From an optimization exercise on the open Yosys and OpenROAD flow, aimed at small area; shortcuts taken in it are not production practice.
Function was checked by simulation only, so behaviour that the tests miss may differ from the original.
No activity file was given, so power comes from the tool's default toggle rates.

==> flow/design.v <==
module ttt_core (
    input  wire        clk,
    input  wire        rst,
    input  wire        cmd_valid,
    input  wire [23:0] cmd,
    input  wire [8:0]  pos_bus,
    input  wire        pos_ovr,
    output reg         DATA,
    output reg         CLOCK,
    output reg         CS,
    output wire        turn_p1,
    output wire        turn_p2,
    output wire        cmd_ready,
    output wire [1:0]  st_outcome,
    output wire        st_next,
    output wire [3:0]  st_moves,
    output wire [17:0] st_board,
    output wire [63:0] st_rows
);
    localparam [2:0] M_IDLE = 3'd0;          
    localparam [2:0] M_WAIT = 3'd1;          
    localparam [2:0] M_WR   = 3'd2;          
    localparam [2:0] M_ROW  = 3'd3;          
    localparam [2:0] M_CLR  = 3'd4;          
    localparam [2:0] M_INIT = 3'd5;          
    localparam [2:0] M_PLAY = 3'd6;          
    reg [63:0] rows;                         
    reg [17:0] cells;                        
    reg [2:0]  mode;
    reg [15:0] opw;                          
    reg [3:0]  fr;                           
    reg [4:0]  kb;                           
    reg [1:0]  sb;                           
    wire busy = mode[2] | mode[1];
    wire [8:0] c1, c2, occ;
    genvar g;
    generate
        for (g = 0; g < 9; g = g + 1) begin : g_cell
            assign c1[g] = cells[2*g];
            assign c2[g] = cells[2*g+1];
        end
    endgenerate
    assign occ = c1 | c2;
    wire [3:0] moves = occ[0] + occ[1] + occ[2] + occ[3] + occ[4] +
                       occ[5] + occ[6] + occ[7] + occ[8];
    wire par = moves[0];
    function automatic lines;
        input [8:0] c;
        lines = (c[0] & c[1] & c[2]) | (c[3] & c[4] & c[5]) |
                (c[6] & c[7] & c[8]) | (c[0] & c[3] & c[6]) |
                (c[1] & c[4] & c[7]) | (c[2] & c[5] & c[8]) |
                (c[0] & c[4] & c[8]) | (c[6] & c[4] & c[2]);
    endfunction
    wire p1win  = lines(c1);
    wire p2win  = lines(c2);
    wire full   = &occ;
    wire inprog = !(p1win | p2win | full);
    assign cmd_ready  = (mode == M_IDLE);
    assign st_outcome = {p2win | (full & !p1win), p1win | (full & !p2win)};
    assign st_next    = par;
    assign st_moves   = moves;
    assign st_board   = cells;
    assign st_rows    = rows;
    assign turn_p1    = inprog & !par;
    assign turn_p2    = inprog &  par;
    wire [3:0] op  = cmd[23:20];
    wire [7:0] ca  = cmd[15:8];
    wire [7:0] cb  = cmd[7:0];
    wire       acc = (mode == M_IDLE) & cmd_valid;
    wire       mvs = (mode == M_WAIT) & (pos_ovr | (|pos_bus));
    wire a_lt3 = (ca[7:2] == 6'd0) & (ca[1:0] != 2'd3);
    wire b_lt3 = (cb[7:2] == 6'd0) & (cb[1:0] != 2'd3);
    wire a_lt8 = (ca[7:3] == 5'd0);
    wire b_lt8 = (cb[7:3] == 5'd0);
    wire [8:0] selc, sel;
    generate
        for (g = 0; g < 9; g = g + 1) begin : g_sel
            assign selc[g] = a_lt3 & b_lt3 & (ca[1:0] == g / 3) & (cb[1:0] == g % 3);
        end
    endgenerate
    assign sel = (mode == M_WAIT) ? (pos_ovr ? 9'h100 : pos_bus) : selc;
    wire play = mvs | (acc & (op == 4'h7));
    wire mv   = play & inprog & (|(sel & ~occ));
    wire [2:0] bi = {sel[6] | sel[7] | sel[8], sel[3] | sel[4] | sel[5], sel[0] | sel[1] | sel[2]};
    wire [2:0] bj = {sel[2] | sel[5] | sel[8], sel[1] | sel[4] | sel[7], sel[0] | sel[3] | sel[6]};
    wire orig_a = (bi[0] & ((bj[0] & rows[8*0+6]) | (bj[1] & rows[8*0+3]) | (bj[2] & rows[8*0+0]))) |
                  (bi[1] & ((bj[0] & rows[8*3+6]) | (bj[1] & rows[8*3+3]) | (bj[2] & rows[8*3+0]))) |
                  (bi[2] & ((bj[0] & rows[8*6+6]) | (bj[1] & rows[8*6+3]) | (bj[2] & rows[8*6+0])));
    wire orig_b = (bi[0] & ((bj[0] & rows[8*1+6]) | (bj[1] & rows[8*1+3]) | (bj[2] & rows[8*1+0]))) |
                  (bi[1] & ((bj[0] & rows[8*4+6]) | (bj[1] & rows[8*4+3]) | (bj[2] & rows[8*4+0]))) |
                  (bi[2] & ((bj[0] & rows[8*7+6]) | (bj[1] & rows[8*7+3]) | (bj[2] & rows[8*7+0])));
    wire row_clr = acc & ((op == 4'h2) | (op == 4'h5));
    wire row_set = acc & (op == 4'h4) & a_lt8;
    wire row_pix = acc & (op == 4'h3) & a_lt8 & b_lt8;
    wire [7:0] rsel = 8'd1 << ca[2:0];
    wire [7:0] psel = 8'h80 >> cb[2:0];      
    reg [63:0] n_rows;
    integer r, m, k;
    always @(*) begin
        for (r = 0; r < 8; r = r + 1)
            for (m = 0; m < 8; m = m + 1) begin
                n_rows[8*r+m] = rows[8*r+m];
                if (row_set & rsel[r])
                    n_rows[8*r+m] = cb[m];
                if (row_pix & rsel[r] & psel[m])
                    n_rows[8*r+m] = cmd[16];
                if (mv && (r % 3) != 2 && (m % 3) != 2 && bi[r/3] && bj[(7-m)/3]) begin
                    if (!par || ((r % 3) == 0 && (m % 3) == 1) || ((r % 3) == 1 && (m % 3) == 0))
                        n_rows[8*r+m] = 1'b1;
                end
                if (row_clr)
                    n_rows[8*r+m] = 1'b0;
            end
    end
    wire [3:0] kk   = kb[3:0];
    wire [2:0] kc   = kk[2:0];               
    wire       spec = (mode == M_INIT) & fr[3];
    reg  [2:0] rr;                           
    always @(*) begin
        case (mode)
            M_ROW:   rr = opw[10:8];
            M_PLAY:  rr = {opw[9], opw[8], 1'b0} + {1'b0, opw[9:8]} + {2'b00, fr[1]};
            default: rr = fr[2:0];
        endcase
    end
    wire [3:0] raddr = {1'b0, rr} + 4'd1;
    reg [15:0] sword;                        
    always @(*) begin
        case (fr[2:0])
            3'd4:    sword = 16'h0900;
            3'd5:    sword = 16'h0B07;
            3'd6:    sword = 16'h0C01;
            3'd7:    sword = 16'h0F00;
            default: sword = {8'h0A, 4'h0, opw[3:0]};
        endcase
    end
    wire [5:0] rbit_i  = {rr, ~kc};
    wire       rbit    = rows[rbit_i];
    wire [1:0] pj      = opw[1:0];
    wire       ovr     = (mode == M_PLAY) & !fr[0] &
                         (kc == ({pj, 1'b0} + {1'b0, pj} + 3'd1));
    wire       ovr_bit = fr[1] ? opw[3] : opw[2];
    wire [15:0] rword  = {4'h0, raddr, 8'h00};
    wire wbit = (mode == M_WR) ? opw[4'd15 - kk] :
                spec           ? sword[4'd15 - kk] :
                kk[3]          ? (ovr ? ovr_bit : rbit) :
                                 rword[4'd15 - kk];
    wire fend = (kb[4] & sb[1]);
    wire last = (mode == M_WR) | (mode == M_ROW) |
                ((mode == M_CLR)  & (fr == 4'd7)) |
                ((mode == M_INIT) & (fr == 4'd8)) |
                ((mode == M_PLAY) & (fr[1:0] == 2'd3));
    wire [3:0] fr_nx = ((mode == M_PLAY) & !par) ? {fr[3:2], 2'b11} : fr + 4'd1;
    reg [2:0] n_mode;
    always @(*) begin
        n_mode = mode;
        if (busy) begin
            if (fend & last) n_mode = M_IDLE;
        end else if (mode == M_WAIT) begin
            if (mvs) n_mode = mv ? M_PLAY : M_IDLE;
        end else if (cmd_valid) begin
            case (op)
                4'h1: n_mode = M_WR;
                4'h2: n_mode = M_INIT;
                4'h3: n_mode = (a_lt8 & b_lt8) ? M_ROW : M_IDLE;
                4'h4: n_mode = a_lt8 ? M_ROW : M_IDLE;
                4'h5: n_mode = M_CLR;
                4'h7: n_mode = mv ? M_PLAY : M_IDLE;
                4'h9: n_mode = M_WAIT;
                default: n_mode = M_IDLE;
            endcase
        end
    end
    always @(posedge clk) begin
        if (rst) begin
            rows  <= 64'd0;
            cells <= 18'd0;
            mode  <= M_IDLE;
            DATA  <= 1'b0;
            CLOCK <= 1'b0;
            CS    <= 1'b1;
        end else begin
            mode <= n_mode;
            rows <= n_rows;
            if (acc & (op == 4'h6))
                cells <= 18'd0;
            else if (mv)
                for (k = 0; k < 9; k = k + 1)
                    if (sel[k]) cells[2*k +: 2] <= par ? 2'b10 : 2'b01;
            if (busy) begin
                case (sb)
                    2'd0: begin
                        if (kb == 5'd0) CS <= 1'b1;
                        else CLOCK <= 1'b1;
                    end
                    2'd1: begin
                        if (kb[4]) CS <= 1'b0;
                        else DATA <= wbit;
                    end
                    default: begin
                        if (kb[4]) CS <= 1'b1;
                        else CLOCK <= 1'b0;
                    end
                endcase
            end
        end
    end
    always @(posedge clk) begin
        if (busy) begin
            if (fend) begin
                kb <= 5'd0;
                sb <= 2'd0;
                fr <= fr_nx;
            end else if (sb[1]) begin
                kb <= kb + 5'd1;
                sb <= 2'd0;
            end else begin
                sb <= sb + 2'd1;
            end
        end else begin
            kb <= 5'd0;
            sb <= 2'd0;
            fr <= {{2{op == 4'h2 && mode != M_WAIT}}, 1'b0,
                   par & (mode == M_WAIT || op == 4'h7)};
            opw <= {cmd[15:10],
                    (mode == M_WAIT) ? bi[2:1] : cmd[9:8],
                    cmd[7:4],
                    play ? {orig_b, orig_a} : cmd[3:2],
                    (mode == M_WAIT) ? bj[2:1] : cmd[1:0]};
        end
    end
endmodule
==> flow/run.sh <==
#!/bin/bash
# synth_recipe.tcl (not shown) runs the flow's synth.tcl, then flattens the netlist and writes it again
# the make line also repeats each setting of config.mk as NAME=value (left out here)
make -C /OpenROAD-flow-scripts/flow DESIGN_CONFIG=/design/flow/config.mk WORK_HOME=/design/flow/orfs CLKGATE_MAP_FILE= SYNTH_SCRIPT=/design/flow/synth_recipe.tcl finish
==> flow/config.mk <==
export PLATFORM = sky130hd
export DESIGN_NAME = ttt_core
export DESIGN_NICKNAME = ttt_core
export VERILOG_FILES = /design/flow/design.v
export SDC_FILE = /design/flow/constraint.sdc
export NUM_CORES = 4
export LEC_CHECK = 0
export CAP_MARGIN = 20
export CORE_MARGIN = 2
export CORE_UTILIZATION = 30
export SLEW_MARGIN = 20
==> flow/constraint.sdc <==
create_clock -name core_clock -period 15.0 [get_ports {clk}]
set_input_delay 3.0000 -clock core_clock [delete_from_list [all_inputs] [get_ports {clk}]]
set_output_delay 3.0000 -clock core_clock [all_outputs]
set_load 0.01 [all_outputs]
==> results.py, run 1 <==
metrics = {
    "run_status": {
        "status": "no timing/DRC/antenna violations",
    },
    "timing": {
        "rsz0062_at_grt": "no",
        "fmax_ghz": 0.1407,
        "final-hold-violation-count": 0,
        "worst_pin_slew_ns": 1.121,
        "hold_slack_ns": 0.4550,
        "setup_viol": 0,
        "fin_skew_ns": 0.01367,
        "min_period_ns": 7.110,
        "drv_slew": 0,
        "period_share": 0.4740,
        "fin_tns_setup_ns": 0,
        "slew_headroom": 0.2502,
    },
    "yosys": {
        "synthTopCellsByArea": "dfxtp_1, mux2i_1, edfxtp_1",
        "yosysTopAreaCell": "dfxtp_1",
        "ys_ff_latch": 115,
        "synth_fp_nets": 997,
        "synth_edf_count": 19,
        "syn_avg_cell_area_um2": 8.557,
        "synth_cells": 940,
        "synth_flop_cell": "dfxtp_1",
        "yosys-top-cells-count": "dfxtp_1, a21oi_1, nand2_1",
        "syn_area_um2": 8044,
        "yosysWarnings": 1,
        "async_reset_ff_frac": 0,
        "synth_seq_area_share": 0.3098,
        "synth_top_area_frac": 0.2389,
        "synth_most_common_cell": "dfxtp_1",
        "synth_cell_type_count": 76,
    },
    "layout": {
        "syn_to_final_growth_pct": 27.10,
        "num_antenna_cells": 0,
        "fin_nets": 1083,
        "drive_above_1_share": 0.09740,
    },
    "clocking": {
        "clockBufferDepth": 2,
        "insertion_delay_ns": 0.43,
        "clk_pin_slew_worst_paths_ns": 0.06,
        "cts_buffers": 17,
        "ctsResizeCount": 0,
        "numClockSinks": 115,
        "clockRootBuffer": "clkbuf_16",
        "postCtsSetupBuffers": 0,
        "cts_tree": "built",
        "htreeDepth": 4,
        "cts_hold_buffers": 0,
    },
    "grt": {
        "grtUsageTotal": 0.2196,
        "grt_max_degree": 51,
        "first_global_vias": 7723,
        "grt_antenna_before_repair": 0,
        "overflow": 0,
        "grt_first_pass_wirelength_um": 47690,
    },
    "die": {
        "die_area_um2": 28140,
        "die_x_um": 167.7,
        "io-pin-count": 132,
        "die_y_um": 167.7,
        "floorplan.initialDensity": 0.3069,
        "rows": 59,
        "core_area_um2": 26210,
    },
    "place": {
        "dp_hpwl_um": 22400,
        "place.gp.congestion": 0.9394,
        "portBuffers": 128,
    },
    "critical_path": {
        "slowest_stage": "fa_1",
        "worst-endpoint-required_ns": 12.00,
        "path_max_fanout": 7,
        "setup.worst_path.class": "reg2out",
        "startpoint_type": "flip-flop",
        "slowest_delay_ns": 0.55,
        "path_cells": "or2_2 > fa_1 > fa_1 > fa_1 > fa_1 > inv_1 > fa_1 > inv_1 > clkdlybuf4s50_1",
        "cpMostUsedCell": "fa_1",
        "worstPathArrival_ns": 4.11,
        "worstSetupEndpointType": "output pin",
    },
    "min_path": {
        "hold_class": "reg2reg",
    },
    "pwr": {
        "powerDensity_nw_per_um2": 80.19,
        "p_int_mw": 0.6145,
        "pwr-share-clk": 0.516,
        "p_switching_mw": 0.2053,
        "p_leak_nw": 3.730,
        "seqPwrFrac": 0.396,
        "peakVddDrop_uv": 52.35,
        "switching_share": 0.2505,
        "combPwrFrac": 0.089,
        "power.total_mw": 0.8198,
    },
    "route": {
        "wire_per_inst_um": 22.78,
        "drt_first_pass_iters": 8,
        "drt-vias-per-instance": 6.020,
        "vias": 8260,
        "drt-initial-drc-count": 1049,
        "ant_nets": 0,
        "drcViolationCount": 0,
        "finalWirelength_um": 31250,
    },
    "job": {
        "maxCapViolCount": 0,
    },
}
==> layout by cell type, fill, tap and decap left out, drive strengths merged, types with 11 or more instances in the layout <==
master	n
a211oi	17
a21oi	83
a22oi	17
a31oi	37
buf	21
clkbuf	22
clkdlybuf4s50	128
dfxtp	96
edfxtp	19
ha	14
inv	30
mux2i	68
mux4	21
nand2	83
nand2b	12
nand4	17
nor2	45
nor2b	12
nor3	20
nor4	12
o21ai	58
o22ai	14
o311a	12
or2	11
or3	12
==> registers in the layout (all words and copies together), names as in the netlist <==
register  flops
CLOCK         1
CS            1
DATA          1
cells        18
fr            4
kb            5
mode          3
opw          16
rows         64
sb            2
==> final timing paths <==
kind                                    end  slack [ns]  cells past startpoint      from
worst max register to register     rows[15]       11.01                      9  cells[1]
worst min register to register        sb[0]        0.46                      1     sb[0]
worst min-delay path                  sb[0]        0.46                      1     sb[0]
worst max-delay path            st_moves[1]        7.89                      9  cells[1]
==> worst max-delay path, delay by kind of cell (launching register included) <==
family	cells	cell delay, ns
flops	1	0.41
simple gates	1	0.37
buf+inv	3	0.66
fa+ha+maj	5	2.25
==> per-layer routing <==
layer	vias up	wire length [µm]	global-route usage
met3	57	2826	0.04798
met5	-	0	0
li1	3773	-	-
met1	4009	13240	0.2948
met2	421	14380	0.3491
met4	0	813	0.07524
==> final cells by class <==
| type | count | area (µm²) |
|---|---|---|
| sequential | 115 | 2492 |
| clock buffer | 22 | 506.7 |
| multi-input combinational | 714 | 5162 |
| inverter | 29 | 108.9 |
| fill | 2618 | 15980 |
| clock inverter | 8 | 95.09 |
| timing repair buffer | 149 | 1439 |
| tap | 335 | 419.2 |
==> metrics by stage <==
stage | std cells | utilization | setup slack (ns) | instance area (µm²)
after global placement | 1342 | 0.3662 | 7.838 | 9597
after global routing | 1372 | 0.3901 | 7.759 | 10220
after floorplan | 940 | - | 8.808 | 8044
final | 1372 | 0.3901 | 7.890 | 10220
after detailed placement | 1342 | 0.3662 | 7.847 | 9597
after CTS | 1372 | 0.3892 | 7.873 | 10200
==> power groups by stage <==
stage                     clock network, mW  logic, mW  registers [mW]
final                                 0.423     0.0726           0.325
after global routing                  0.438     0.0772           0.325
after CTS                             0.427     0.0710           0.324
after detailed placement                  0     0.0706           0.331
after global placement                    0     0.0704           0.331
after floorplan                           0     0.0424           0.328
==> cell families (layout without fill, tap and decap cells) <==
kind of cell / count (synthesis) / after routing / share of synthesized area
flops: 115 / 115 / 0.3098
simple gates: 288 / 288 / 0.1941
buf+inv: 111 / 208 / 0.05506
compound gates: 308 / 308 / 0.2504
fa+ha+maj: 20 / 20 / 0.03671
xor+xnor: 7 / 7 / 0.007622
mux: 91 / 91 / 0.1462
==> run 2, diff against run 1 <==
--- a/flow/design.v
+++ b/flow/design.v
@@ -7,7 +7,7 @@
     input  wire        pos_ovr,
     output reg         DATA,
     output reg         CLOCK,
-    output reg         CS,
+    output wire        CS,
     output wire        turn_p1,
     output wire        turn_p2,
     output wire        cmd_ready,
@@ -55,6 +55,7 @@
     wire p2win  = lines(c2);
     wire full   = &occ;
     wire inprog = !(p1win | p2win | full);
+    assign CS         = !(busy & kb[4] & sb[1]);
     assign cmd_ready  = (mode == M_IDLE);
     assign st_outcome = {p2win | (full & !p1win), p1win | (full & !p2win)};
     assign st_next    = par;
@@ -94,23 +95,36 @@
     wire row_pix = acc & (op == 4'h3) & a_lt8 & b_lt8;
     wire [7:0] rsel = 8'd1 << ca[2:0];
     wire [7:0] psel = 8'h80 >> cb[2:0];      
-    reg [63:0] n_rows;
+    wire       clrall = rst | row_clr;
+    wire       wr_set = row_set | row_pix;
+    wire [7:0] d_col  = {8{~clrall}} & (row_set ? cb : row_pix ? {8{cmd[16]}} : 8'hFF);
+    wire [7:0] c_set  = {8{row_set}} | ({8{row_pix}} & psel);
+    wire [7:0] c_mv0, c_mv1;
+    generate
+        for (g = 0; g < 8; g = g + 1) begin : g_col
+            if (g % 3 == 2) begin : g_none
+                assign c_mv0[g] = 1'b0;
+                assign c_mv1[g] = 1'b0;
+            end else begin : g_mark
+                assign c_mv0[g] = mv & bj[(7-g)/3] & ((g % 3 == 1) | !par);
+                assign c_mv1[g] = mv & bj[(7-g)/3] & ((g % 3 == 0) | !par);
+            end
+        end
+    endgenerate
+    wire [7:0] c_all0 = {8{clrall}} | c_set | c_mv0;
+    wire [7:0] c_all1 = {8{clrall}} | c_set | c_mv1;
+    wire [7:0] c_all2 = {8{clrall}} | c_set;
+    reg  [7:0]  r_on;
+    reg  [63:0] n_rows;
     integer r, m, k;
     always @(*) begin
-        for (r = 0; r < 8; r = r + 1)
-            for (m = 0; m < 8; m = m + 1) begin
-                n_rows[8*r+m] = rows[8*r+m];
-                if (row_set & rsel[r])
-                    n_rows[8*r+m] = cb[m];
-                if (row_pix & rsel[r] & psel[m])
-                    n_rows[8*r+m] = cmd[16];
-                if (mv && (r % 3) != 2 && (m % 3) != 2 && bi[r/3] && bj[(7-m)/3]) begin
-                    if (!par || ((r % 3) == 0 && (m % 3) == 1) || ((r % 3) == 1 && (m % 3) == 0))
-                        n_rows[8*r+m] = 1'b1;
-                end
-                if (row_clr)
-                    n_rows[8*r+m] = 1'b0;
-            end
+        for (r = 0; r < 8; r = r + 1) begin
+            r_on[r] = clrall | (wr_set & rsel[r]) | ((r % 3) != 2 && mv && bi[r/3]);
+            for (m = 0; m < 8; m = m + 1)
+                n_rows[8*r+m] = (r_on[r] & ((r % 3 == 0) ? c_all0[m] :
+                                            (r % 3 == 1) ? c_all1[m] : c_all2[m]))
+                                ? d_col[m] : rows[8*r+m];
+        end
     end
     wire [3:0] kk   = kb[3:0];
     wire [2:0] kc   = kk[2:0];               
@@ -171,17 +185,16 @@
             endcase
         end
     end
+    always @(posedge clk)
+        rows <= n_rows;
     always @(posedge clk) begin
         if (rst) begin
-            rows  <= 64'd0;
             cells <= 18'd0;
             mode  <= M_IDLE;
             DATA  <= 1'b0;
             CLOCK <= 1'b0;
-            CS    <= 1'b1;
         end else begin
             mode <= n_mode;
-            rows <= n_rows;
             if (acc & (op == 4'h6))
                 cells <= 18'd0;
             else if (mv)
@@ -189,18 +202,9 @@
                     if (sel[k]) cells[2*k +: 2] <= par ? 2'b10 : 2'b01;
             if (busy) begin
                 case (sb)
-                    2'd0: begin
-                        if (kb == 5'd0) CS <= 1'b1;
-                        else CLOCK <= 1'b1;
-                    end
-                    2'd1: begin
-                        if (kb[4]) CS <= 1'b0;
-                        else DATA <= wbit;
-                    end
-                    default: begin
-                        if (kb[4]) CS <= 1'b1;
-                        else CLOCK <= 1'b0;
-                    end
+                    2'd0: if (kb != 5'd0) CLOCK <= 1'b1;
+                    2'd1: if (!kb[4]) DATA <= wbit;
+                    default: if (!kb[4]) CLOCK <= 1'b0;
                 endcase
             end
         end
==> flow/flow/run.sh (new file) <==
#!/bin/bash
# Standard layout, with single-drive port buffers and a lighter clock tree.
set -euo pipefail
cd "$(dirname "$0")/.."
bash standard.sh \
  "BUFFER_PORTS_ARGS=-buffer_cell sky130_fd_sc_hd__buf_1" \
  "CTS_ARGS=-sink_clustering_enable -repair_clock_nets -buf_list sky130_fd_sc_hd__clkbuf_8" \
  finish > standard_flow.log 2>&1
==> flow/standard.sh (new file) <==
#!/bin/bash
# synth_recipe.tcl (not shown) runs the flow's synth.tcl, then flattens the netlist and writes it again
# the make line also repeats each setting of config.mk as NAME=value (left out here)
make -C /OpenROAD-flow-scripts/flow DESIGN_CONFIG=/design/flow/config.mk WORK_HOME=/design/flow/orfs CLKGATE_MAP_FILE= SYNTH_SCRIPT=/design/flow/synth_recipe.tcl "${@:-finish}"
removed: flow/run.sh
==> run 2 against run 1 <==
Net effect: still clean on timing, DRC and antenna; flip-flop and latch count fell by 1; clock skew barely moved; final area fell by 21%; cell count fell by 20%; sequential power rose by 14%.
==> results.py, run 2 <==
metrics = {
    "clocking": {
        "clockBufferDepth": 2,
        "clk_pin_slew_worst_paths_ns": 0.08,
        "clockRootBuffer": "clkbuf_8",
        "cts_buffers": 17,
        "cts_tree": "built",
        "cts_hold_buffers": 0,
        "numClockSinks": 114,
        "insertion_delay_ns": 0.44,
        "htreeDepth": 4,
        "ctsResizeCount": 0,
        "postCtsSetupBuffers": 0,
    },
    "yosys": {
        "yosys-top-cells-count": "a21oi_1, edfxtp_1, nand2_1",
        "synth_cells": 690,
        "synth_cell_type_count": 68,
        "synth-adder-area-share": 0.04268,
        "synth_top_family_by_area": "compound AO/OA/AOI/OAI gates",
        "syn_area_um2": 6918,
        "synth_top_area_frac": 0.3603,
        "synth_fp_nets": 747,
        "synthTopCellsByArea": "edfxtp_1, dfxtp_1, mux4_2",
        "yosysWarnings": 1,
        "synth_flop_cell": "edfxtp_1",
        "syn_avg_cell_area_um2": 10.03,
        "ys_ff_latch": 114,
        "muxShareOfSynthArea": 0.1042,
        "synth_edf_count": 83,
        "yosysTopAreaCell": "edfxtp_1",
        "synth_seq_area_share": 0.4500,
        "synth_most_common_cell": "a21oi_1",
        "synth_simple_gate_area_frac": 0.1733,
        "synth_xor_area_frac": 0.008862,
        "async_reset_ff_frac": 0,
        "synth_compound_area_frac": 0.1827,
    },
    "timing": {
        "worst_pin_slew_ns": 0.9448,
        "setup_viol": 0,
        "slew_headroom": 0.3678,
        "rsz0062_at_grt": "no",
        "drv_slew": 0,
        "fin_skew_ns": 0.01331,
        "min_period_ns": 7.212,
        "period_share": 0.4808,
        "setup_slack_ns": 7.788,
        "fmax_ghz": 0.1387,
        "final-hold-violation-count": 0,
        "fin_tns_setup_ns": 0,
    },
    "pwr": {
        "peakVddDrop_uv": 48.96,
        "powerDensity_nw_per_um2": 94.24,
        "p_leak_nw": 2.865,
    },
    "job": {
        "maxCapViolCount": 0,
    },
    "layout": {
        "layout_common_cells": "buf_1, a21oi_1, edfxtp_1",
        "fin_nets": 860,
        "largest_reg_flops": 64,
        "syn_to_final_growth_pct": 16.17,
        "regMostFlops": "rows",
        "layout_commonest_cell": "buf_1",
        "top_regs": "rows x64, cells x18, opw x16",
        "drive_above_1_share": 0.1029,
        "num_antenna_cells": 0,
    },
    "route": {
        "drt-initial-drc-count": 634,
        "ant_nets": 0,
        "drcViolationCount": 0,
        "drt_first_pass_iters": 5,
        "finalWirelength_um": 22770,
        "vias": 6052,
        "drt-vias-per-instance": 5.497,
        "wire_per_inst_um": 20.68,
    },
    "critical_path": {
        "path_max_fanout": 12,
        "worstSetupEndpointType": "output pin",
        "startpoint_type": "flip-flop",
        "worstPathArrival_ns": 4.21,
        "setup.worst_path.class": "reg2out",
        "worst-endpoint-required_ns": 12.00,
    },
    "min_path": {
        "hold_class": "reg2reg",
    },
    "place": {
        "dp_hpwl_um": 16920,
        "portBuffers": 128,
        "place.gp.congestion": 0.8859,
        "dp_slack_ns": 8.236,
    },
    "die": {
        "die_area_um2": 24290,
        "core_area_um2": 22640,
        "floorplan.initialDensity": 0.3056,
        "io-pin-count": 132,
        "die_x_um": 155.9,
        "rows": 55,
        "die_y_um": 155.9,
    },
    "grt": {
        "overflow": 0,
        "grt_first_pass_wirelength_um": 34760,
        "grtUsageTotal": 0.1887,
        "grt_max_degree": 32,
        "first_global_vias": 5882,
        "grt_antenna_before_repair": 0,
    },
    "run_status": {
        "status": "no timing/DRC/antenna violations",
    },
}
run 2: cell count changes after synthesis, sizes merged, moves of 8 or more:
cell    change
o21ai      -38
o311a      -11
o22ai       -9
or3         -8
edfxtp     +64
a211oi     -14
mux2i      -50
nor4        -9
nor2       +19
a21oi       +9
a31oi      -25
a22oi      -12
clkbuf     -41
dfxtp      -65
run 2: cell families after synthesis:
logic type | after synthesis
AND/OR/NAND/NOR | 249
AO/OA/AOI/OAI | 192
flip-flops | 114
buffers and inverters | 66
multiplexers | 42
adder cells (fa/ha/maj) | 20
XOR/XNOR | 7
run 2: layout make-up:
type | instances | area, µm²
inverters | 29 | 108.9
fillers | 2304 | 14600
repair buffers | 131 | 503.0
multi-input cells | 510 | 3540
clock inverters | 15 | 180.2
flip-flops and latches | 114 | 3114
well taps | 285 | 356.6
clock buffers | 17 | 234.0
run 2: per-stage QoR:
step / area [µm²] / hold WS (ns) / utilization / power [mW] / instances
after floorplan: 6918 / 0.4270 / - / 0.4229 / 690
after global placement: 7622 / 0.4482 / 0.3367 / 0.4562 / 1069
after detailed placement: 7622 / 0.4572 / 0.3367 / 0.4575 / 1069
after CTS: 8036 / 0.4683 / 0.3550 / 0.7622 / 1101
after global routing: 8036 / 0.5056 / 0.3550 / 0.7885 / 1101
final: 8036 / 0.4639 / 0.3550 / 0.7573 / 1101
run 2: final timing paths:
kind | startpoint | end | slack, ns | cells after the start
setup reg to reg | cells[1] | rows[12] | 10.85 | 8
hold / removal | sb[0] | sb[0] | 0.46 | 1
setup / recovery | cells[1] | turn_p2 | 7.79 | 9
hold reg to reg | sb[0] | sb[0] | 0.46 | 1
run 2: routing by layer:
| layer | share of wire | up-vias | wire [µm] | track usage |
|---|---|---|---|---|
| met4 | 0.017 | 0 | 379 | 0.05417 |
| li1 | - | 2819 | - | - |
| met3 | 0.068 | 28 | 1553 | 0.04444 |
| met5 | 0 | - | 0 | 0 |
| met1 | 0.42 | 2931 | 9559 | 0.2400 |
| met2 | 0.50 | 274 | 11280 | 0.3207 |
run 2: worst max-delay path, stage by stage, from the launching register on:
cell and delay [ns]:
dfxtp_1 0.36, or2_2 0.36, fa_1 0.52, fa_1 0.52, fa_1 0.55, inv_1 0.05
fa_1 0.94, inv_1 0.18, and2_1 0.18, buf_1 0.12
run 2: report_power, final:
group	internal, mW	total [mW]	switching (mW)
Combinational	0.0269	0.0818	0.0548
Clock	0.166	0.306	0.140
Sequential	0.357	0.370	0.0130
==> run 3, diff against run 2 <==
==> flow/flow/run.sh (replaced) <==
#!/bin/bash
# Standard layout, with single-drive port buffers and a lighter clock tree.
set -euo pipefail
cd "$(dirname "$0")/.."
bash standard.sh \
  "BUFFER_PORTS_ARGS=-buffer_cell sky130_fd_sc_hd__buf_1" \
  "CTS_ARGS=-sink_clustering_enable -repair_clock_nets -buf_list sky130_fd_sc_hd__clkbuf_4 -dont_use_dummy_load" \
  finish > standard_flow.log 2>&1
==> run 3 against run 2 <==
Net effect: register-to-register slack about the same; synthesized cell count unchanged; count of clock-buffer cells in the layout unchanged; final area down 3.5%; clock skew up 0.032 ns; die area unchanged; critical path depth unchanged; cell count down 1.3%; maximum frequency down 1.1%; worst setup slack worse by 0.080 ns; first-iteration DRC count down 1.7%; synthesized area unchanged.
==> results.py, run 3 <==
metrics = {
    "critical_path": {
        "path_max_fanout": 12,
        "rrSetupSlack_ns": 10.84,
        "r2r-end": "rows[57]",
        "startpoint_type": "flip-flop",
        "r2r_start": "cells[1]",
        "crit_start": "cells[1]",
        "setup.worst_path.class": "reg2out",
        "r2r_cells": 8,
        "worstPathArrival_ns": 4.29,
        "worstSetupEndpointType": "output pin",
        "worst-endpoint-required_ns": 12.00,
    },
    "clocking": {
        "cts_buffers": 17,
        "clockBufferDepth": 2,
        "cts_tree": "built",
        "insertion_delay_ns": 0.53,
        "numClockSinks": 114,
        "clockRootBuffer": "clkbuf_4",
        "cts_hold_buffers": 0,
        "ctsResizeCount": 0,
        "clk_pin_slew_worst_paths_ns": 0.10,
        "postCtsSetupBuffers": 0,
        "htreeDepth": 4,
    },
    "pwr": {
        "peakVddDrop_uv": 34.21,
        "p_leak_nw": 2.735,
        "power.total_mw": 0.6055,
        "powerDensity_nw_per_um2": 78.10,
    },
    "min_path": {
        "hold_start": "sb[0]",
        "min_path_cells": 1,
        "hold_end": "sb[0]",
        "hold_class": "reg2reg",
    },
    "timing": {
        "worst_pin_slew_ns": 0.9627,
        "setup_viol": 0,
        "fmax_ghz": 0.1371,
        "fin_skew_ns": 0.04520,
        "final-hold-violation-count": 0,
        "min_period_ns": 7.292,
        "fin_tns_setup_ns": 0,
        "slew_headroom": 0.3582,
        "period_share": 0.4861,
        "rsz0062_at_grt": "no",
        "drv_slew": 0,
    },
    "yosys": {
        "yosys-top-cells-count": "a21oi_1, edfxtp_1, nand2_1",
        "synth_flop_cell": "edfxtp_1",
        "ys_ff_latch": 114,
        "synth_cells": 690,
        "synth_edf_count": 83,
        "synth_most_common_cell": "a21oi_1",
        "synth_seq_area_share": 0.4500,
        "syn_area_um2": 6918,
        "synth_cell_type_count": 68,
        "synthTopCellsByArea": "edfxtp_1, dfxtp_1, mux4_2",
        "yosysTopAreaCell": "edfxtp_1",
        "synth_fp_nets": 747,
        "synth_top_area_frac": 0.3603,
        "yosysWarnings": 1,
        "async_reset_ff_frac": 0,
        "syn_avg_cell_area_um2": 10.03,
    },
    "route": {
        "drcViolationCount": 0,
        "drt_first_pass_iters": 5,
        "vias": 6029,
        "ant_nets": 0,
        "wire_per_inst_um": 20.87,
        "drt-initial-drc-count": 623,
        "drt-vias-per-instance": 5.546,
        "finalWirelength_um": 22690,
    },
    "grt": {
        "grt_max_degree": 32,
        "grtUsageTotal": 0.1877,
        "first_global_vias": 5814,
        "overflow": 0,
        "grt_antenna_before_repair": 1,
        "grt_first_pass_wirelength_um": 34420,
    },
    "layout": {
        "final_cells": 1087,
        "drive_above_1_share": 0.08739,
        "fin_nets": 860,
        "syn_to_final_growth_pct": 12.06,
        "top_regs": "rows x64, cells x18, opw x16",
        "stdcell_area_um2": 7752,
        "regMostFlops": "rows",
        "largest_reg_flops": 64,
        "layout_common_cells": "buf_1, a21oi_1, edfxtp_1",
        "layout_commonest_cell": "buf_1",
    },
    "run_status": {
        "status": "no timing/DRC/antenna violations",
    },
    "place": {
        "dp_hpwl_um": 16920,
        "portBuffers": 128,
        "dp.cells": 1069,
        "place.gp.congestion": 0.8859,
        "placed_cell_area_um2": 7622,
    },
    "die": {
        "die_area_um2": 24290,
        "rows": 55,
        "core_area_um2": 22640,
        "floorplan.initialDensity": 0.3056,
        "die_x_um": 155.9,
        "io-pin-count": 132,
        "die_y_um": 155.9,
    },
    "job": {
        "maxCapViolCount": 0,
    },
}
-- run 3: changes by cell type in the layout (fill, tap and decap cells not counted) --
cell        previous run  this run
clkbuf_4               0        17
clkbuf_8              17         0
inv_6                  4         0
bufinv_16              3         0
clkinv_4               3         0
clkinv_2               2         0
clkinvlp_4             2         0
diode_2                0         1
inv_1                 30        29
-- run 3: how the worst max path moves through the flow --
stage / endpoint / slack, ns / cells after the start
2_1_floorplan: turn_p2 / 8.57 / 9
3_3_place_gp: turn_p2 / 8.27 / 9
3_5_place_dp: turn_p2 / 8.24 / 9
4_1_cts: turn_p2 / 7.63 / 9
5_1_grt: turn_p2 / 7.47 / 9
6_report: turn_p2 / 7.71 / 9
-- run 3: worst max-delay path, cell delays in order (launching register included) --
cell     delay, ns
dfxtp_1       0.37
or2_2         0.36
fa_1          0.52
fa_1          0.52
fa_1          0.55
inv_1         0.05
fa_1          0.93
inv_1         0.18
and2_1        0.18
buf_1         0.12
-- run 3: where the power goes --
| part | switching (mW) | internal [mW] | total [mW] | leakage [nW] |
|---|---|---|---|---|
| registers | 0.0130 | 0.357 | 0.369 | 1.06 |
| clock network | 0.103 | 0.0517 | 0.154 | 0.0782 |
| logic | 0.0547 | 0.0270 | 0.0816 | 1.60 |
| total | 0.170 | 0.435 | 0.605 | 2.73 |
-- run 3: metrics by stage --
step	hold slack (ns)	utilization	worst slack, ns
2_1_floorplan	0.4270	-	8.573
3_3_place_gp	0.4482	0.3367	8.265
3_5_place_dp	0.4572	0.3367	8.236
4_1_cts	0.4686	0.3423	7.626
5_1_grt	0.5061	0.3424	7.470
6_report	0.4661	0.3424	7.708
-- run 3: metal layers --
metal	track usage	part of all wire
met1	0.2381	0.41
met4	0.06029	0.022
met5	0	0
met3	0.04472	0.078
met2	0.3165	0.49
-- run 3: kinds of logic (layout without fill, tap and decap cells) --
family / Yosys count / count (layout) / synth area share
flops: 114 / 114 / 0.4500
xor+xnor: 7 / 7 / 0.008863
compound gates: 192 / 192 / 0.1827
buf+inv: 66 / 177 / 0.03834
mux: 42 / 42 / 0.1042
other cells: 0 / 1 / 0
simple gates: 249 / 249 / 0.1733
fa+ha+maj: 20 / 20 / 0.04269
-- run 3: area by class of cell --
cell class	instances	area, µm²
inverter	29	108.9
tap	285	356.6
multi-input combinational	510	3540
timing repair buffer	131	503.0
clock buffer	17	127.6
fill	2318	14890
sequential	114	3114
antenna	1	2.502
==> run 4, diff against run 3 <==
==> flow/run.sh (new file) <==
#!/bin/bash
# synth_recipe.tcl (not shown) runs the flow's synth.tcl, then flattens the netlist and writes it again
# the make line also repeats each setting of config.mk as NAME=value (left out here)
make -C /OpenROAD-flow-scripts/flow DESIGN_CONFIG=/design/flow/config.mk WORK_HOME=/design/flow/orfs CLKGATE_MAP_FILE= SYNTH_SCRIPT=/design/flow/synth_recipe.tcl finish
removed: flow/flow/run.sh
removed: flow/standard.sh
==> run 4 against run 3 <==
Net effect: still clean on timing, DRC and antenna; maximum frequency down 3.0%; core utilization grew 5.5 points; clock skew down 0.036 ns; synthesized cell count unchanged; cell count rose by 1.5%; non-clock buffer count unchanged; hold slack got worse by 0.0067 ns; clock power rose to 2.6 times the previous value; count of clock-buffer cells in the layout unchanged; combinational power grew about 20%; critical path type unchanged.
==> results.py, run 4 <==
metrics = {
    "yosys": {
        "muxShareOfSynthArea": 0.1042,
        "syn_area_um2": 6918,
        "synth_xor_area_frac": 0.008862,
        "synth_most_common_cell": "a21oi_1",
        "synth_cells": 690,
        "synth_flop_cell": "edfxtp_1",
        "synth_simple_gate_area_frac": 0.1733,
        "synth-adder-area-share": 0.04268,
        "synth_top_area_frac": 0.3603,
        "async_reset_ff_frac": 0,
        "synth_edf_count": 83,
        "synth_fp_nets": 747,
        "yosysWarnings": 1,
        "synth_cell_type_count": 68,
        "syn_avg_cell_area_um2": 10.03,
        "synthTopCellsByArea": "edfxtp_1, dfxtp_1, mux4_2",
        "synth_seq_area_share": 0.4500,
        "yosys-top-cells-count": "a21oi_1, edfxtp_1, nand2_1",
        "ys_ff_latch": 114,
        "yosysTopAreaCell": "edfxtp_1",
        "synth_top_family_by_area": "compound AO/OA/AOI/OAI gates",
        "synth_compound_area_frac": 0.1827,
    },
    "pwr": {
        "seqPwrFrac": 0.427,
        "p_int_mw": 0.6465,
        "power.total_mw": 0.8683,
        "p_leak_nw": 3.264,
        "peakVddDrop_uv": 61.86,
        "combPwrFrac": 0.113,
        "pwr-share-clk": 0.460,
        "p_switching_mw": 0.2217,
        "powerDensity_nw_per_um2": 96.38,
        "switching_share": 0.2554,
    },
    "critical_path": {
        "startpoint_type": "flip-flop",
        "path_max_fanout": 12,
        "worst-endpoint-required_ns": 12.00,
        "setup.worst_path.class": "reg2out",
        "worstSetupEndpointType": "output pin",
        "worstPathArrival_ns": 4.52,
    },
    "layout": {
        "largest_reg_flops": 64,
        "regMostFlops": "rows",
        "stdcell_area_um2": 9009,
        "layout_commonest_cell": "clkdlybuf4s50_1",
        "final_cells": 1103,
        "top_regs": "rows x64, cells x18, opw x16",
        "drive_above_1_share": 0.1017,
        "layout_common_cells": "clkdlybuf4s50_1, a21oi_1, edfxtp_1",
        "fin_nets": 860,
        "syn_to_final_growth_pct": 30.22,
    },
    "die": {
        "die_x_um": 155.9,
        "die_area_um2": 24290,
        "core_area_um2": 22640,
        "rows": 55,
        "io-pin-count": 132,
        "floorplan.initialDensity": 0.3056,
        "die_y_um": 155.9,
    },
    "timing": {
        "slew_headroom": 0.4160,
        "period_share": 0.5012,
        "drv_slew": 0,
        "fmax_ghz": 0.1330,
        "fin_skew_ns": 0.009625,
        "min_period_ns": 7.518,
        "setup_viol": 0,
        "setup_slack_ns": 7.482,
        "rsz0062_at_grt": "no",
        "final-hold-violation-count": 0,
        "worst_pin_slew_ns": 0.8750,
        "fin_tns_setup_ns": 0,
    },
    "place": {
        "dp_slack_ns": 7.900,
        "dp_hpwl_um": 16800,
        "portBuffers": 128,
        "dp.cells": 1069,
        "placed_cell_area_um2": 8423,
        "place.gp.congestion": 0.8748,
    },
    "grt": {
        "grt_first_pass_wirelength_um": 35050,
        "grt_max_degree": 30,
        "overflow": 0,
        "grt_antenna_before_repair": 2,
        "grtUsageTotal": 0.1903,
        "first_global_vias": 5889,
    },
    "clocking": {
        "numClockSinks": 114,
        "cts_buffers": 17,
        "ctsResizeCount": 0,
        "cts_tree": "built",
        "htreeDepth": 4,
        "clockRootBuffer": "clkbuf_16",
        "clockBufferDepth": 2,
        "insertion_delay_ns": 0.42,
        "clk_pin_slew_worst_paths_ns": 0.06,
        "cts_hold_buffers": 0,
        "postCtsSetupBuffers": 0,
    },
    "route": {
        "drt-initial-drc-count": 684,
        "vias": 6058,
        "ant_nets": 0,
        "drt-vias-per-instance": 5.492,
        "finalWirelength_um": 22600,
        "drt_first_pass_iters": 5,
        "wire_per_inst_um": 20.49,
        "drcViolationCount": 0,
    },
    "job": {
        "maxCapViolCount": 0,
    },
    "run_status": {
        "status": "no timing/DRC/antenna violations",
    },
    "min_path": {
        "hold_class": "reg2reg",
    },
}
-- run 4: worst paths after layout --
kind / start / to / slack (ns) / cells past startpoint
worst min-delay path: sb[0] / sb[0] / 0.46 / 1
worst max-delay path: cells[6] / turn_p2 / 7.48 / 10
worst min register to register: sb[0] / sb[0] / 0.46 / 1
worst max register to register: cells[6] / rows[9] / 10.87 / 9
-- run 4: logic make-up (layout without fill, tap and decap cells) --
logic type      Yosys count  in the layout
compound gates          192            192
xor+xnor                  7              7
fa+ha+maj                20             20
buf+inv                  66            192
flops                   114            114
mux                      42             42
other cells               0              2
simple gates            249            249
-- run 4: power by group through the flow --
stage / registers, mW / clock network [mW] / logic (mW)
4_1_cts: 0.370 / 0.405 / 0.0979
6_report: 0.371 / 0.399 / 0.0982
5_1_grt: 0.372 / 0.419 / 0.107
3_3_place_gp: 0.377 / 0 / 0.0965
2_1_floorplan: 0.375 / 0 / 0.0479
3_5_place_dp: 0.377 / 0 / 0.0973
-- run 4: cell type report --
type,instances,area (µm²)
fillers,2213,13630
clock inverters,15,155.1
well taps,285,356.6
clock buffers,17,425.4
multi-input cells,510,3540
repair buffers,131,1304
inverters,29,108.9
diodes,2,5.005
flip-flops and latches,114,3114
-- run 4: through the flow --
stage | util | hold slack, ns
after global routing | 0.3979 | 0.5060
after CTS | 0.3977 | 0.4666
after global placement | 0.3720 | 0.4503
after floorplan | - | 0.4270
after detailed placement | 0.3720 | 0.4590
final | 0.3979 | 0.4593
-- run 4: worst max-delay path, stage by stage (launching register included) --
cell and delay, ns:
dfxtp_1 0.36, nor2_1 0.30, inv_1 0.10, fa_1 0.47
fa_1 0.52, fa_1 0.54, inv_1 0.05, fa_1 0.93
inv_1 0.18, and2_1 0.18, clkdlybuf4s50_1 0.47
-- run 4: metal layers --
| layer | track usage | wire, µm |
|---|---|---|
| met3 | 0.03694 | 1351 |
| met4 | 0.06466 | 476 |
| met2 | 0.3163 | 11090 |
| met1 | 0.2492 | 9681 |
| met5 | 0 | 0 |
==> run 5, diff against run 4 <==
--- a/flow/design.v
+++ b/flow/design.v
@@ -28,7 +28,8 @@
     reg [17:0] cells;                        
     reg [2:0]  mode;
     reg [15:0] opw;                          
-    reg [3:0]  fr;                           
+    reg [3:0]  ad;                           
+    reg        hf;                           
     reg [4:0]  kb;                           
     reg [1:0]  sb;                           
     wire busy = mode[2] | mode[1];
@@ -126,45 +127,43 @@
                                 ? d_col[m] : rows[8*r+m];
         end
     end
-    wire [3:0] kk   = kb[3:0];
-    wire [2:0] kc   = kk[2:0];               
-    wire       spec = (mode == M_INIT) & fr[3];
-    reg  [2:0] rr;                           
-    always @(*) begin
-        case (mode)
-            M_ROW:   rr = opw[10:8];
-            M_PLAY:  rr = {opw[9], opw[8], 1'b0} + {1'b0, opw[9:8]} + {2'b00, fr[1]};
-            default: rr = fr[2:0];
+    wire [3:0] kk = kb[3:0];
+    wire [2:0] kc = kk[2:0];                 
+    wire [63:0] rows_ad = {rows[55:0], rows[63:56]};
+    wire spec   = ad[3] & (ad[2:0] != 3'd0);     
+    wire second = (ad == 4'd2) | (ad == 4'd5) | (ad == 4'd8);
+    reg [7:0] sval;                          
+    always @(*) begin
+        case (ad[2:0])
+            3'd3:    sval = 8'h07;
+            3'd4:    sval = 8'h01;
+            3'd2:    sval = {4'h0, opw[3:0]};
+            default: sval = 8'h00;
         endcase
     end
-    wire [3:0] raddr = {1'b0, rr} + 4'd1;
-    reg [15:0] sword;                        
-    always @(*) begin
-        case (fr[2:0])
-            3'd4:    sword = 16'h0900;
-            3'd5:    sword = 16'h0B07;
-            3'd6:    sword = 16'h0C01;
-            3'd7:    sword = 16'h0F00;
-            default: sword = {8'h0A, 4'h0, opw[3:0]};
+    wire [1:0] pj      = opw[1:0];
+    wire       ovr     = hf & (kc == ((pj == 2'd0) ? 3'd1 : (pj == 2'd1) ? 3'd4 : 3'd7));
+    wire       ovr_bit = second ? opw[3] : opw[2];
+    wire       rbit    = rows_ad[{ad[2:0], ~kc}];
+    wire wbit = (mode == M_WR) ? opw[4'd15 - kk] :
+                !kk[3]         ? (kk[2] & ad[2'd3 - kk[1:0]]) :
+                spec           ? sval[3'd7 - kc] :
+                ovr            ? ovr_bit : rbit;
+    wire fend = kb[4] & sb[1];
+    wire last = (mode == M_WR) | (mode == M_ROW) | (ad == 4'd10) |
+                ((mode == M_CLR) & (ad == 4'd8)) |
+                ((mode == M_PLAY) & !hf & second);
+    reg [3:0] ad_nx;
+    always @(*) begin
+        case (ad)
+            4'd8:    ad_nx = 4'd10;
+            4'd9:    ad_nx = 4'd11;
+            4'd11:   ad_nx = 4'd12;
+            4'd12:   ad_nx = 4'd15;
+            4'd15:   ad_nx = 4'd1;
+            default: ad_nx = ad + 4'd1;
         endcase
     end
-    wire [5:0] rbit_i  = {rr, ~kc};
-    wire       rbit    = rows[rbit_i];
-    wire [1:0] pj      = opw[1:0];
-    wire       ovr     = (mode == M_PLAY) & !fr[0] &
-                         (kc == ({pj, 1'b0} + {1'b0, pj} + 3'd1));
-    wire       ovr_bit = fr[1] ? opw[3] : opw[2];
-    wire [15:0] rword  = {4'h0, raddr, 8'h00};
-    wire wbit = (mode == M_WR) ? opw[4'd15 - kk] :
-                spec           ? sword[4'd15 - kk] :
-                kk[3]          ? (ovr ? ovr_bit : rbit) :
-                                 rword[4'd15 - kk];
-    wire fend = (kb[4] & sb[1]);
-    wire last = (mode == M_WR) | (mode == M_ROW) |
-                ((mode == M_CLR)  & (fr == 4'd7)) |
-                ((mode == M_INIT) & (fr == 4'd8)) |
-                ((mode == M_PLAY) & (fr[1:0] == 2'd3));
-    wire [3:0] fr_nx = ((mode == M_PLAY) & !par) ? {fr[3:2], 2'b11} : fr + 4'd1;
     reg [2:0] n_mode;
     always @(*) begin
         n_mode = mode;
@@ -214,7 +213,12 @@
             if (fend) begin
                 kb <= 5'd0;
                 sb <= 2'd0;
-                fr <= fr_nx;
+                if (hf) begin
+                    hf <= 1'b0;
+                end else begin
+                    ad <= ad_nx;
+                    hf <= (mode == M_PLAY) & par;
+                end
             end else if (sb[1]) begin
                 kb <= kb + 5'd1;
                 sb <= 2'd0;
@@ -224,10 +228,12 @@
         end else begin
             kb <= 5'd0;
             sb <= 2'd0;
-            fr <= {{2{op == 4'h2 && mode != M_WAIT}}, 1'b0,
-                   par & (mode == M_WAIT || op == 4'h7)};
+            hf <= play & !par;
+            ad <= play ? {1'b0, bi[1] | bi[2], bi[2], bi[0] | bi[2]} :
+                  (op == 4'h2) ? 4'd9 :
+                  (op == 4'h5) ? 4'd1 : {1'b0, ca[2:0]} + 4'd1;
             opw <= {cmd[15:10],
-                    (mode == M_WAIT) ? bi[2:1] : cmd[9:8],
+                    cmd[9:8],
                     cmd[7:4],
                     play ? {orig_b, orig_a} : cmd[3:2],
                     (mode == M_WAIT) ? bj[2:1] : cmd[1:0]};
==> flow/flow/run.sh (new file) <==
#!/bin/bash
# Standard layout, with single-drive port buffers and a lighter clock tree.
set -euo pipefail
cd "$(dirname "$0")/.."
bash standard.sh \
  "BUFFER_PORTS_ARGS=-buffer_cell sky130_fd_sc_hd__buf_1" \
  "CTS_ARGS=-sink_clustering_enable -repair_clock_nets -buf_list sky130_fd_sc_hd__clkbuf_4 -dont_use_dummy_load" \
  finish > standard_flow.log 2>&1
==> flow/standard.sh (new file) <==
#!/bin/bash
# synth_recipe.tcl (not shown) runs the flow's synth.tcl, then flattens the netlist and writes it again
# the make line also repeats each setting of config.mk as NAME=value (left out here)
make -C /OpenROAD-flow-scripts/flow DESIGN_CONFIG=/design/flow/config.mk WORK_HOME=/design/flow/orfs CLKGATE_MAP_FILE= SYNTH_SCRIPT=/design/flow/synth_recipe.tcl "${@:-finish}"
removed: flow/run.sh
==> run 5 against run 4 <==
Net effect: cell count decreased by 2.4%; synthesized area increased by 0.78%; flip-flop and latch count increased by 1; count of clock-buffer cells in the layout unchanged; die area increased by 0.76%; synthesized cell count decreased by 1.9%; sequential power increased by 2%; final area decreased by 13%; non-clock buffer count increased by 4; sequential share of layout area increased by 5.7 points; critical path type unchanged; critical endpoint unchanged; largest power group is now sequential cells; highest routed layer unchanged.
==> results.py, run 5 <==
metrics = {
    "run_status": {
        "status": "no timing/DRC/antenna violations",
    },
    "critical_path": {
        "worstSetupEndpointType": "output pin",
        "rrSetupSlack_ns": 10.68,
        "crit_path_end": "turn_p2",
        "startpoint_type": "flip-flop",
        "path_max_fanout": 15,
        "setup.worst_path.class": "reg2out",
        "worst-endpoint-required_ns": 12.00,
        "crit_start": "cells[3]",
        "r2r_cells": 9,
        "r2r_start": "cells[3]",
        "worstPathArrival_ns": 4.08,
        "r2r-end": "rows[33]",
    },
    "layout": {
        "fin_nets": 853,
        "regArea_um2": 3153,
        "drive_above_1_share": 0.09482,
        "utilization": 0.3445,
        "layout_common_cells": "buf_1, nor2_1, edfxtp_1",
        "stdcell_area_um2": 7824,
        "fill_cells": 2334,
        "syn_to_final_growth_pct": 12.22,
        "final_cells": 1077,
        "multi_input_area_um2": 3538,
        "top_regs": "rows x64, cells x18, opw x16",
        "layout_commonest_cell": "buf_1",
        "regMostFlops": "rows",
        "largest_reg_flops": 64,
    },
    "route": {
        "ant_nets": 0,
        "drt_first_pass_iters": 7,
        "drt-vias-per-instance": 5.725,
        "wire_per_inst_um": 21.59,
        "drt-initial-drc-count": 657,
        "finalWirelength_um": 23250,
        "vias": 6166,
        "drcViolationCount": 0,
    },
    "timing": {
        "rsz0062_at_grt": "no",
        "fmax_ghz": 0.1413,
        "setup_viol": 0,
        "final-hold-violation-count": 0,
        "drv_slew": 0,
        "min_period_ns": 7.079,
        "fin_tns_setup_ns": 0,
        "period_share": 0.4719,
        "slew_headroom": 0.3517,
        "hold_slack_ns": 0.4709,
        "fin_skew_ns": 0.04105,
        "worst_pin_slew_ns": 0.9714,
        "setup_slack_ns": 7.921,
    },
    "place": {
        "portBuffers": 128,
        "dp_slack_ns": 8.256,
        "placed_cell_area_um2": 7694,
        "dp_hpwl_um": 17760,
        "place.gp.congestion": 0.8501,
        "dp.cells": 1059,
    },
    "pwr": {
        "peakVddDrop_uv": 42.17,
        "power.total_mw": 0.6456,
        "p_switching_mw": 0.1924,
        "seqPwrFrac": 0.587,
        "p_int_mw": 0.4531,
        "combPwrFrac": 0.174,
        "pwr-share-clk": 0.239,
        "p_leak_nw": 2.711,
        "switching_share": 0.2981,
        "powerDensity_nw_per_um2": 82.52,
    },
    "die": {
        "die_y_um": 156.4,
        "floorplan.initialDensity": 0.3070,
        "die_area_um2": 24480,
        "rows": 55,
        "core_area_um2": 22710,
        "io-pin-count": 132,
        "die_x_um": 156.4,
    },
    "yosys": {
        "yosysTopAreaCell": "edfxtp_1",
        "ys_ff_latch": 115,
        "yosysWarnings": 1,
        "synth_cells": 677,
        "yosys-top-cells-count": "nor2_1, edfxtp_1, a21oi_1",
        "synthTopCellsByArea": "edfxtp_1, dfxtp_1, mux4_2",
        "synth_fp_nets": 737,
        "synth_edf_count": 85,
        "syn_area_um2": 6972,
        "synth_cell_type_count": 77,
        "synth_top_area_frac": 0.3661,
        "synth_most_common_cell": "nor2_1",
        "syn_avg_cell_area_um2": 10.30,
        "synth_flop_cell": "edfxtp_1",
        "async_reset_ff_frac": 0,
        "synth_seq_area_share": 0.4523,
    },
    "clocking": {
        "numClockSinks": 115,
        "clockRootBuffer": "clkbuf_4",
        "clockBufferDepth": 2,
        "clk_pin_slew_worst_paths_ns": 0.11,
        "postCtsSetupBuffers": 0,
        "cts_hold_buffers": 0,
        "htreeDepth": 4,
        "cts_tree": "built",
        "ctsResizeCount": 0,
        "cts_buffers": 17,
        "insertion_delay_ns": 0.56,
    },
    "grt": {
        "grt_max_degree": 32,
        "grt_antenna_before_repair": 1,
        "first_global_vias": 5868,
        "overflow": 0,
        "grt_first_pass_wirelength_um": 34980,
        "grtUsageTotal": 0.1907,
    },
    "job": {
        "maxCapViolCount": 0,
    },
    "min_path": {
        "hold_class": "reg2reg",
    },
}
## run 5: power by group through the flow
stage | registers, mW | clock network [mW] | logic (mW)
2_1_floorplan | 0.380 | 0 | 0.0717
3_3_place_gp | 0.386 | 0 | 0.110
3_5_place_dp | 0.386 | 0 | 0.111
4_1_cts | 0.379 | 0.159 | 0.111
5_1_grt | 0.381 | 0.170 | 0.123
6_report | 0.379 | 0.154 | 0.112
## run 5: critical path, stage by stage, from the launching register on
cell     delay [ns]
dfxtp_1        0.37
nor2_1         0.25
inv_1          0.13
fa_1           0.49
fa_1           0.51
fa_1           0.43
fa_1           0.97
and2_1         0.22
buf_1          0.15
## run 5: routing by layer
layer  vias up  global-route usage  routed length, µm
met5         -                   0                  0
met4         0             0.05548                501
met3        38             0.03379               1491
met2       261              0.3172              11150
met1      3040              0.2546              10100
li1       2827                   -                  -
## run 5: worst min path at each step
stage               depth (start not counted)  endpoint   from  slack [ns]
finish                                      1     sb[0]  sb[0]        0.47
global route                                1     sb[0]  sb[0]        0.53
CTS                                         1     sb[0]  sb[0]        0.48
detailed placement                          1     sb[0]  sb[0]        0.46
global placement                            1     sb[0]  sb[0]        0.45
floorplan                                   1     sb[0]  sb[0]        0.43
## run 5: cells by family (layout without fill, tap and decap cells)
logic type      Yosys count  after routing  share of synthesized area
flops                   115            115                     0.4523
other cells               0              1                          0
xor+xnor                  4              4                   0.005026
compound gates          195            195                     0.1956
buf+inv                  68            182                    0.04020
simple gates            241            241                     0.1759
mux                      31             31                    0.08435
fa+ha+maj                23             23                    0.04666
## run 5: final cells by class
cell class,instances,share of cell area
Antenna cell,1,0.0003198
Clock buffer,17,0.01631
Inverter,30,0.01439
Multi-Input combinational cell,494,0.4523
Sequential cell,115,0.4030
Tap cell,285,0.04558
Timing Repair Buffer,135,0.06813

afterwards: timing with drivers on the ports:
The flow's constraints put no driver on any port. The routed layouts listed below were extracted and timed again, unchanged, in two steps.
Step 1 (the two cells are an assumption about what drives the block):
set clk [get_ports {clk}]
set_driving_cell -lib_cell sky130_fd_sc_hd__clkbuf_16 $clk
set_driving_cell -lib_cell sky130_fd_sc_hd__buf_2 [delete_from_list [all_inputs] $clk]
Step 2, shift: input delay + t, output delay - t, t = (earliest + latest rising clock arrival at the registers) / 2. This alone moves slack from input paths to output paths.
a / b / c = no drivers / after step 1 / after step 2; a / b = the first two.
| run | t, ns | slack for setup (ns) | latest minus earliest clock arrival (ns) | pins driven straight from the clock port |
|---|---|---|---|---|
| run 1 | 0.469 | 7.890 / 7.842 / 7.779 | 0.014 / 0.014 | 1 |
| run 2 | 0.475 | 7.788 / 7.745 / 8.157 | 0.014 / 0.013 | 1 |
| run 3 | 0.550 | 7.708 / 7.664 / 8.198 | 0.045 / 0.045 | 1 |
| run 4 | 0.460 | 7.482 / 7.434 / 7.837 | 0.013 / 0.012 | 1 |
| run 5 | 0.580 | 7.921 / 7.880 / 8.184 | 0.041 / 0.041 | 1 |
After both steps every run listed still meets setup and hold. For run 1, which loses most, drivers alone change the setup slack by -0.048 ns; drivers and shift together by -0.111 ns.
